From an optimization exercise on the open Yosys and OpenROAD flow, aimed at small area, a short achievable clock period and few clock cycles; shortcuts taken in it are not production practice. Power is estimated from default activity; no workload was simulated.

==> flow/design.v <==
module cv_repack (
    input  wire        clk,
    input  wire        rst,
    input  wire        cmd_valid,
    output wire        cmd_ready,
    input  wire [5:0]  cmd_old_w,
    input  wire [5:0]  cmd_new_w,
    input  wire [8:0]  cmd_count,
    input  wire        in_valid,
    output wire        in_ready,
    input  wire [31:0] in_data,
    output wire        out_valid,
    input  wire        out_ready,
    output wire [31:0] out_data,
    output reg         done_valid,
    output reg  [5:0]  done_bits,
    output reg         done_err
);
    function [31:0] low_mask;
        input [5:0] w;
        begin
            if (w >= 6'd32)
                low_mask = 32'hffff_ffff;
            else
                low_mask = (32'd1 << w) - 32'd1;
        end
    endfunction
    function [5:0] bits_needed;
        input [31:0] v;
        integer k;
        begin
            bits_needed = 6'd0;
            for (k = 0; k < 32; k = k + 1)
                if (v[k])
                    bits_needed = k[5:0] + 6'd1;
        end
    endfunction
    reg  [5:0]  ow, nw;
    reg  [8:0]  ecnt;          
    reg         busy;          
    reg  [31:0] r0, r1, r2;
    reg  [1:0]  cnt;           
    reg  [4:0]  rp;
    reg  [4:0]  wpr;           
    reg  [5:0]  sp;            
    reg  [1:0]  lead;          
    reg  [2:0]  cr;            
    reg         ev;
    reg  [31:0] e;             
    reg  [5:0]  e_nw;
    reg  [4:0]  e_wp;
    reg         e_cpl, e_last, e_fl;
    reg  [31:0] wacc;          
    reg  [31:0] obuf;
    reg         ov;
    reg         fl;            
    reg         dpend;         
    reg  [5:0]  maxb;          
    reg         errb;          
    assign cmd_ready = !busy;
    wire   accept    = cmd_valid && !busy;
    assign in_ready  = (cr != 3'd0) && (cnt != 2'd3);
    wire   load      = in_valid && in_ready;
    assign out_valid = ov;
    assign out_data  = obuf;
    wire   ofree     = !ov || out_ready;
    wire [6:0]  s     = {2'b0, rp} + {1'b0, ow};        
    wire        fits  = !(s[5] && s[4:0] != 5'd0);      
    wire        avail = busy && ((ow == 6'd0) || cnt[1] || (cnt[0] && fits));
    wire        last  = (ecnt == 9'd1);
    wire [6:0]  t     = {2'b0, wpr} + {1'b0, nw};
    wire [63:0] fx    = {r1, r0};
    wire [47:0] f4    = rp[4] ? fx[63:16] : fx[47:0];
    wire [39:0] f3    = rp[3] ? f4[47:8]  : f4[39:0];
    wire [35:0] f2    = rp[2] ? f3[39:4]  : f3[35:0];
    wire [33:0] f1    = rp[1] ? f2[35:2]  : f2[33:0];
    wire [31:0] fun   = rp[0] ? f1[32:1]  : f1[31:0];
    wire [31:0] elem  = fun & low_mask(ow);
    wire [31:0] m_e   = low_mask(e_nw);
    wire [31:0] en    = e & m_e;
    wire        e_err = ((e & ~m_e) != 32'd0);
    wire [5:0]  e_bn  = bits_needed(e);
    wire [31:0] q0    = e_wp[0] ? {en[30:0], en[31]}    : en;
    wire [31:0] q1    = e_wp[1] ? {q0[29:0], q0[31:30]} : q0;
    wire [31:0] q2    = e_wp[2] ? {q1[27:0], q1[31:28]} : q1;
    wire [31:0] q3    = e_wp[3] ? {q2[23:0], q2[31:24]} : q2;
    wire [31:0] rot   = e_wp[4] ? {q3[15:0], q3[31:16]} : q3;
    wire [31:0] lm    = low_mask({1'b0, e_wp});
    wire [31:0] merged = (wacc & lm) | (rot & ~lm);
    wire        wstall = fl || (e_cpl && !ofree) || (e_last && dpend);
    wire        wtake  = ev && !wstall;
    wire        take   = avail && (!ev || wtake);
    wire        pop_w  = take && s[5];
    wire        flush  = fl && ofree;
    wire        done_now = dpend && !fl && ofree;
    wire [6:0]  s2    = {1'b0, sp} + {1'b0, ow};
    wire [6:0]  s2m   = s2 - 7'd32;
    wire        step  = (lead != 2'd3) && ((ecnt[8:2] != 7'd0) || (ecnt[1:0] > lead));
    wire        sinc  = step && (s2 > 7'd32);
    wire        cmd_zero = (cmd_count == 9'd0);
    always @(posedge clk) begin
        if (rst) begin
            busy       <= 1'b0;
            ecnt       <= 9'd0;
            cnt        <= 2'd0;
            lead       <= 2'd0;
            cr         <= 3'd0;
            ev         <= 1'b0;
            ov         <= 1'b0;
            fl         <= 1'b0;
            dpend      <= 1'b0;
            maxb       <= 6'd0;
            errb       <= 1'b0;
            done_valid <= 1'b0;
        end else begin
            if (accept) begin
                ow   <= cmd_zero ? 6'd0 : cmd_old_w;
                nw   <= cmd_zero ? 6'd0 : cmd_new_w;
                ecnt <= cmd_zero ? 9'd1 : cmd_count;
                busy <= 1'b1;
                sp   <= cmd_zero ? 6'd0 : cmd_old_w;
                lead <= 2'd1;
                cr   <= {2'd0, !cmd_zero && (cmd_old_w != 6'd0)};
                rp   <= 5'd0;
                wpr  <= 5'd0;
            end else begin
                if (step)
                    sp <= sinc ? s2m[5:0] : s2[5:0];
                lead <= lead + {1'b0, step} - {1'b0, take};
                cr   <= cr + {2'd0, sinc} - {2'd0, load};
                if (take) begin
                    ecnt <= ecnt - 9'd1;
                    busy <= !last;
                    rp   <= last ? 5'd0 : s[4:0];
                    wpr  <= last ? 5'd0 : t[4:0];
                end
            end
            if (take && last)
                cnt <= 2'd0;
            else
                cnt <= cnt + {1'b0, load} - {1'b0, pop_w};
            if (take)
                ev <= 1'b1;
            else if (wtake)
                ev <= 1'b0;
            if (flush || (wtake && e_cpl))
                ov <= 1'b1;
            else if (out_ready)
                ov <= 1'b0;
            if (flush)
                fl <= 1'b0;
            else if (wtake && e_last)
                fl <= e_fl;
            if (wtake) begin
                maxb <= e_last ? 6'd0 : ((e_bn > maxb) ? e_bn : maxb);
                errb <= e_last ? 1'b0 : (errb || e_err);
            end
            dpend      <= (wtake && e_last) || (dpend && !done_now);
            done_valid <= done_now;
        end
        if (pop_w) begin
            r0 <= (cnt == 2'd1) ? in_data : r1;
            r1 <= (cnt == 2'd2) ? in_data : r2;
        end else begin
            if (cnt == 2'd0)
                r0 <= in_data;
            if (cnt == 2'd1)
                r1 <= in_data;
        end
        if (cnt == 2'd2 && !pop_w)
            r2 <= in_data;
        if (take) begin
            e      <= elem;
            e_nw   <= nw;
            e_wp   <= wpr;
            e_cpl  <= t[5];
            e_last <= last;
            e_fl   <= (t[4:0] != 5'd0);
        end
        if (wtake && e_last) begin
            done_bits <= (e_bn > maxb) ? e_bn : maxb;
            done_err  <= errb || e_err;
        end
        if (flush) begin
            obuf <= wacc;
        end else if (wtake) begin
            if (e_cpl) begin
                obuf <= merged;
                wacc <= rot & lm;
            end else begin
                wacc <= merged;
            end
        end
    end
endmodule
Settings: LEC_CHECK=0, ABC_AREA=0, ABC_CLOCK_PERIOD_IN_PS=3000, CAP_MARGIN=20, CORE_MARGIN=2, CORE_UTILIZATION=40, PLACE_DENSITY=0.6, SETUP_SLACK_MARGIN=4.5, SLEW_MARGIN=20; clock period 8.0 ns.
run.sh (not shown) runs the stock make flow with config.mk's settings and CLKGATE_MAP_FILE= SYNTH_SCRIPT=/design/flow/synth_recipe.tcl, a recipe that flattens the netlist after the stock synthesis.
The baseline completed with no timing, DRC or antenna violations.
Edit:
--- a/flow/design.v
+++ b/flow/design.v
@@ -56,19 +56,23 @@
     reg         fl;            
     reg         dpend;         
     reg  [5:0]  maxb;          
     reg         errb;          
-    assign cmd_ready = !busy;
-    wire   accept    = cmd_valid && !busy;
-    assign in_ready  = (cr != 3'd0) && (cnt != 2'd3);
-    wire   load      = in_valid && in_ready;
+    reg         crdy;          
+    reg         irdy;          
+    assign cmd_ready = crdy;
+    wire   accept    = cmd_valid && crdy;
+    assign in_ready  = irdy;
+    wire   load      = in_valid && irdy;
     assign out_valid = ov;
     assign out_data  = obuf;
     wire   ofree     = !ov || out_ready;
     wire [6:0]  s     = {2'b0, rp} + {1'b0, ow};        
-    wire        fits  = !(s[5] && s[4:0] != 5'd0);      
-    wire        avail = busy && ((ow == 6'd0) || cnt[1] || (cnt[0] && fits));
-    wire        last  = (ecnt == 9'd1);
+    reg         owz;           
+    reg         fits;          
+    reg         last;          
+    wire        avail = busy && (owz || cnt[1] || (cnt[0] && fits));
+    wire [5:0]  lim   = 6'd32 - ow;
     wire [6:0]  t     = {2'b0, wpr} + {1'b0, nw};
     wire [63:0] fx    = {r1, r0};
     wire [47:0] f4    = rp[4] ? fx[63:16] : fx[47:0];
     wire [39:0] f3    = rp[3] ? f4[47:8]  : f4[39:0];
@@ -76,9 +80,11 @@
     wire [33:0] f1    = rp[1] ? f2[35:2]  : f2[33:0];
     wire [31:0] fun   = rp[0] ? f1[32:1]  : f1[31:0];
     wire [31:0] elem  = fun & low_mask(ow);
     wire [31:0] m_e   = low_mask(e_nw);
-    wire [31:0] en    = e & m_e;
+    wire [31:0] en    = e;
+    wire [6:0]  e_end = {2'b0, e_wp} + {1'b0, e_nw};
+    wire [31:0] fin_m = e_last ? low_mask({1'b0, e_end[4:0]}) : 32'hffff_ffff;
     wire        e_err = ((e & ~m_e) != 32'd0);
     wire [5:0]  e_bn  = bits_needed(e);
     wire [31:0] q0    = e_wp[0] ? {en[30:0], en[31]}    : en;
     wire [31:0] q1    = e_wp[1] ? {q0[29:0], q0[31:30]} : q0;
@@ -97,10 +103,16 @@
     wire [6:0]  s2m   = s2 - 7'd32;
     wire        step  = (lead != 2'd3) && ((ecnt[8:2] != 7'd0) || (ecnt[1:0] > lead));
     wire        sinc  = step && (s2 > 7'd32);
     wire        cmd_zero = (cmd_count == 9'd0);
+    wire        busy_n = accept || (busy && !(take && last));
+    wire [2:0]  cr_n   = accept ? {2'd0, !cmd_zero && (cmd_old_w != 6'd0)}
+                                : cr + {2'd0, sinc} - {2'd0, load};
+    wire [1:0]  cnt_n  = (take && last) ? 2'd0 : cnt + {1'b0, load} - {1'b0, pop_w};
     always @(posedge clk) begin
         if (rst) begin
+            crdy       <= 1'b1;
+            irdy       <= 1'b0;
             busy       <= 1'b0;
             ecnt       <= 9'd0;
             cnt        <= 2'd0;
             lead       <= 2'd0;
@@ -112,34 +124,36 @@
             maxb       <= 6'd0;
             errb       <= 1'b0;
             done_valid <= 1'b0;
         end else begin
+            crdy <= !busy_n;
+            irdy <= (cr_n != 3'd0) && (cnt_n != 2'd3);
+            busy <= busy_n;
+            cr   <= cr_n;
+            cnt  <= cnt_n;
             if (accept) begin
                 ow   <= cmd_zero ? 6'd0 : cmd_old_w;
                 nw   <= cmd_zero ? 6'd0 : cmd_new_w;
                 ecnt <= cmd_zero ? 9'd1 : cmd_count;
-                busy <= 1'b1;
+                owz  <= cmd_zero || (cmd_old_w == 6'd0);
+                fits <= 1'b1;
+                last <= cmd_zero || (cmd_count == 9'd1);
                 sp   <= cmd_zero ? 6'd0 : cmd_old_w;
                 lead <= 2'd1;
-                cr   <= {2'd0, !cmd_zero && (cmd_old_w != 6'd0)};
                 rp   <= 5'd0;
                 wpr  <= 5'd0;
             end else begin
                 if (step)
                     sp <= sinc ? s2m[5:0] : s2[5:0];
                 lead <= lead + {1'b0, step} - {1'b0, take};
-                cr   <= cr + {2'd0, sinc} - {2'd0, load};
                 if (take) begin
                     ecnt <= ecnt - 9'd1;
-                    busy <= !last;
+                    last <= (ecnt == 9'd2);
+                    fits <= last || ({1'b0, s[4:0]} <= lim);
                     rp   <= last ? 5'd0 : s[4:0];
                     wpr  <= last ? 5'd0 : t[4:0];
                 end
             end
-            if (take && last)
-                cnt <= 2'd0;
-            else
-                cnt <= cnt + {1'b0, load} - {1'b0, pop_w};
             if (take)
                 ev <= 1'b1;
             else if (wtake)
                 ev <= 1'b0;
@@ -185,11 +199,11 @@
             obuf <= wacc;
         end else if (wtake) begin
             if (e_cpl) begin
                 obuf <= merged;
-                wacc <= rot & lm;
+                wacc <= rot & lm & fin_m;
             end else begin
-                wacc <= merged;
+                wacc <= merged & fin_m;
             end
         end
     end
 endmodule
Effect:
- The changed run completed with no timing, DRC or antenna violations
- clock power is higher by a few percent
- total power came out higher by a few percent
- wire length went down by roughly a tenth
- final area drops by a few percent
- global-route usage drops by 3.2 points
- cell count shrinks slightly
- clock-buffer cell count climbs by 8
- critical path depth stays the same
- worst hold slack gets better by 0.0056 ns
No functional check of the RTL was part of any run of this note.

-- separate check: timing with driven ports --
How much do the figures lean on ideal ports? The routed layouts below were timed once more, with nothing changed but the port constraints. Step 1 sets driving cells, clkbuf_16 on the clock port and buf_2 on the other inputs (assumed; they add their load-dependent delay and slew). Step 2, shift: input delay + t, output delay - t, t = (earliest + latest rising clock arrival at the registers) / 2. This alone moves slack from input paths to output paths. Slacks: no drivers / after step 1 / after step 2; pairs: no drivers / after step 1.
| run | shift t [ns] | setup WS [ns] | worst register clock-pin slew, ns | worst slew at a driven data input, ns | pins driven straight from the clock port |
|---|---|---|---|---|---|
| the first run | 0.634 | 4.169 / 4.169 / 3.759 | 0.07 / 0.07 | 0.07 | 1 |
| the second run | 0.596 | 4.565 / 4.594 / 3.998 | 0.06 / 0.06 | 0.05 | 1 |
After both steps every run listed still meets setup and hold. For the second run, which loses most, drivers alone change the setup slack by +0.029 ns; drivers and shift together by -0.567 ns.
